Background: an optimization exercise with open tools, aiming at small area, a short achievable clock period and few clock cycles per item. Do not read the settings as production practice.
Function was checked by simulation only, so behaviour that the tests miss may differ from the original.
No activity file was given, so power comes from the tool's default toggle rates.

Setup of ember:
==> flow/design.v (excerpt) <==
module ws_arith (
    input  wire        clk,
    input  wire        rst,
    input  wire        in_valid,
    output wire        in_ready,
    input  wire [1:0]  in_op,
    input  wire        in_w8,
    input  wire [31:0] in_a,
    input  wire [31:0] in_b,
    output wire        out_valid,
    input  wire        out_ready,
    output wire [31:0] out_data
);
Size in the first run: roughly 190 flip-flops.
export LEC_CHECK = 0
export ABC_AREA = 1
export CAP_MARGIN = 40
export CORE_MARGIN = 2
export CORE_UTILIZATION = 55
export SLEW_MARGIN = 70
create_clock -name core_clock -period 17.0 [get_ports {clk}]
run.sh (not shown) runs the stock make flow with config.mk's settings and CLKGATE_MAP_FILE= SYNTH_SCRIPT=/design/flow/synth_recipe.tcl, a recipe that flattens the netlist after the stock synthesis.
Testbench counts of ember, summed over its fixed seeds: cycles 21,243, items 3,936.
What cedar does differently from ember at the input level:
- changing SLEW_MARGIN from 70 to 60
- changing CAP_MARGIN from 40 to 20
- removing ABC_AREA (formerly 1)
- Between ember and cedar, slew at the pin closest to its max-slew limit increased.
- Relative to ember, the routed wire length measured on cedar has decreased slightly.
- Going from ember to cedar, growth of design area from synthesis to finish saw a decrease; post-layout worst setup margin saw a decrease; area of the mapped netlist saw a decrease; non-clock buffer count saw an increase.
- Cell with the largest stage delay on the worst path = sky130_fd_sc_hd__clkdlybuf4s50_1: ember; cell with the largest stage delay on the worst path = sky130_fd_sc_hd__or4_1: cedar
- Compare cedar and ember | clock distribution power higher: ember
For maple, these inputs were changed with respect to cedar:
- putting ABC_AREA at 1 where nothing was set
- swapping 60 for 50 in SLEW_MARGIN
Findings:
- maple: full flow OK, the timing, design-rule and antenna checks passed
- Cmp cedar and maple / ratio of total power to cell area / lower: maple
- Diff cedar -> maple: global-route wire length before repair moved up; fraction of standard cell area in multi-input logic moved down.
- cedar ended up with compound AO/OA/AOI/OAI gates as its dominant combinational cell family by area after synthesis; maple ended up with simple AND/OR/NAND/NOR gates.
What tundra does differently from maple at the input level:
- swapping 50 for 70 in SLEW_MARGIN
- swapping 55 for 60 in CORE_UTILIZATION
maple → tundra: share of the final layout cell area in multi-input gates shows an increase of 0.52 points, cell count lower, pre-CTS worst setup slack climbed 1.04 ns. Relative to maple, the final area of tundra is higher by 1.5%. Comparing tundra with maple, the area of all sequential standard cells came out essentially unchanged. Compared with maple, in tundra overall track demand over capacity in global routing rose 2.6 points; standard cell core area went down; number of buffers other than clock buffers in the final layout grew by 5.9%.
#### Input delta (lagoon over tundra)
- changing SLEW_MARGIN from 70 to 60
- changing CORE_UTILIZATION from 60 to 55
Results
- Shortest clock period the worst path allows after layout delta for lagoon relative to tundra: 0.074 ns higher
- Filler cell count, lagoon vs tundra: up by more than 10%
- Delta (lagoon minus tundra): minimum setup slack in the final design now smaller; max-slew violation count flat; combinational power share dropped 1.1 points.
- The standard cells in lagoon occupy less silicon area than those in tundra do.
- sky130_fd_sc_hd__clkdlybuf4s50_1 as the cell with the largest stage delay on the worst path was reported by tundra, and sky130_fd_sc_hd__nor4_1 by lagoon.
- Core outline area in lagoon is about 10% higher than in tundra
- Signed area change from the synthesized netlist to the final layout, lagoon and tundra, higher one = tundra.

ws_arith, a different RTL version from the one above (not shown whole).
Size in the first run: roughly 1900 cells after synthesis, roughly 180 flip-flops.
export LEC_CHECK = 0
export ABC_AREA = 1
export CAP_MARGIN = 20
export CORE_MARGIN = 2
export CORE_UTILIZATION = 55
export SLEW_MARGIN = 60
create_clock -name core_clock -period 17.0 [get_ports {clk}]
Testbench counts at the start, summed over its fixed seeds: cycles 21,142, items 3,936.
==> next run, changes <==
--- a/flow/config.mk
+++ b/flow/config.mk
@@ -8,5 +8,5 @@
 export ABC_AREA = 1
-export CAP_MARGIN = 20
+export CAP_MARGIN = 50
 export CORE_MARGIN = 2
 export CORE_UTILIZATION = 55
-export SLEW_MARGIN = 60
+export SLEW_MARGIN = 80
Result:
- combinational power came out higher by roughly a tenth
- cell area came out higher by a few percent
- clock power stays flat
- wire length came out higher slightly
- non-clock buffer count came out higher by 50
- first-iteration DRC count came out lower by a few percent
- fmax came out higher by a few percent
- global-route usage came out higher by 0.12 points
- via count came out higher slightly
- final cell count came out higher by a few percent

RTL: one of the versions met above, not the one the previous note started from.
Size: ~2,000 cells after synthesis, about 190 flip-flops, roughly 15,000 um^2 of cells after synthesis.
clock: 17.0 ns
lec_check: 0
abc_area: 1
cap_margin: 20
core_margin: 2
core_utilization: 55
slew_margin: 70
Testbench counts at the start, summed over its fixed seeds: cycles 21,243, items 3,936.
==> next run, changes <==
Settings changed: CORE_UTILIZATION 55 to 60, SLEW_MARGIN 70 to 65.
=> Total power decreases by 0.76%. Die area decreases by 8.1%. Combinational power barely changes. Clock skew decreases by 3.7 ps. Flip-flop and latch count is unchanged. Wire length decreases by 2.1%. Worst setup slack loses 44 ps. Register-to-register slack gains 80 ps.

-- static timing again, ports no longer ideal --
In the flow no input, the clock included, has a driving cell. The finished layouts below were timed again as built, in two steps.
Step 1 assumes that a clkbuf_16 drives the clock port and a buf_2 every other input.
Step 2, shift: input delay + t, output delay - t, t = (earliest + latest rising clock arrival at the registers) / 2. This alone moves slack from input paths to output paths.
a / b / c = ideal / step 1 / step 2; a / b = the first two.
run	t, ns	slack for setup (ns)	worst setup path after step 2	slew at the worst register clock pin (ns)	worst data-port slew with drivers (ns)
ember	0.493	11.974 / 11.920 / 11.538	input to register	0.09 / 0.09	0.05
cedar	0.494	11.115 / 11.115 / 11.115	register to register	0.08 / 0.08	0.05
maple	0.495	10.907 / 10.935 / 10.439	input to register	0.09 / 0.09	0.06
tundra	0.497	11.981 / 11.963 / 11.515	input to register	0.09 / 0.09	0.04
lagoon	0.490	11.906 / 11.933 / 11.442	input to register	0.10 / 0.10	0.06
the first run of note 2	0.490	11.677 / 11.706 / 11.215	input to register	0.09 / 0.09	0.04
the second run of note 2	0.492	11.832 / 11.853 / 11.361	input to register	0.09 / 0.09	0.04
the first run of note 3	0.493	11.974 / 11.920 / 11.538	input to register	0.09 / 0.09	0.05
the second run of note 3	0.496	11.930 / 11.961 / 11.465	input to register	0.09 / 0.09	0.04
After both steps setup and hold are still met in every run listed. The setup slack of the second run of note 2, which loses most, moves by +0.021 ns with the drivers and by -0.471 ns with both steps.
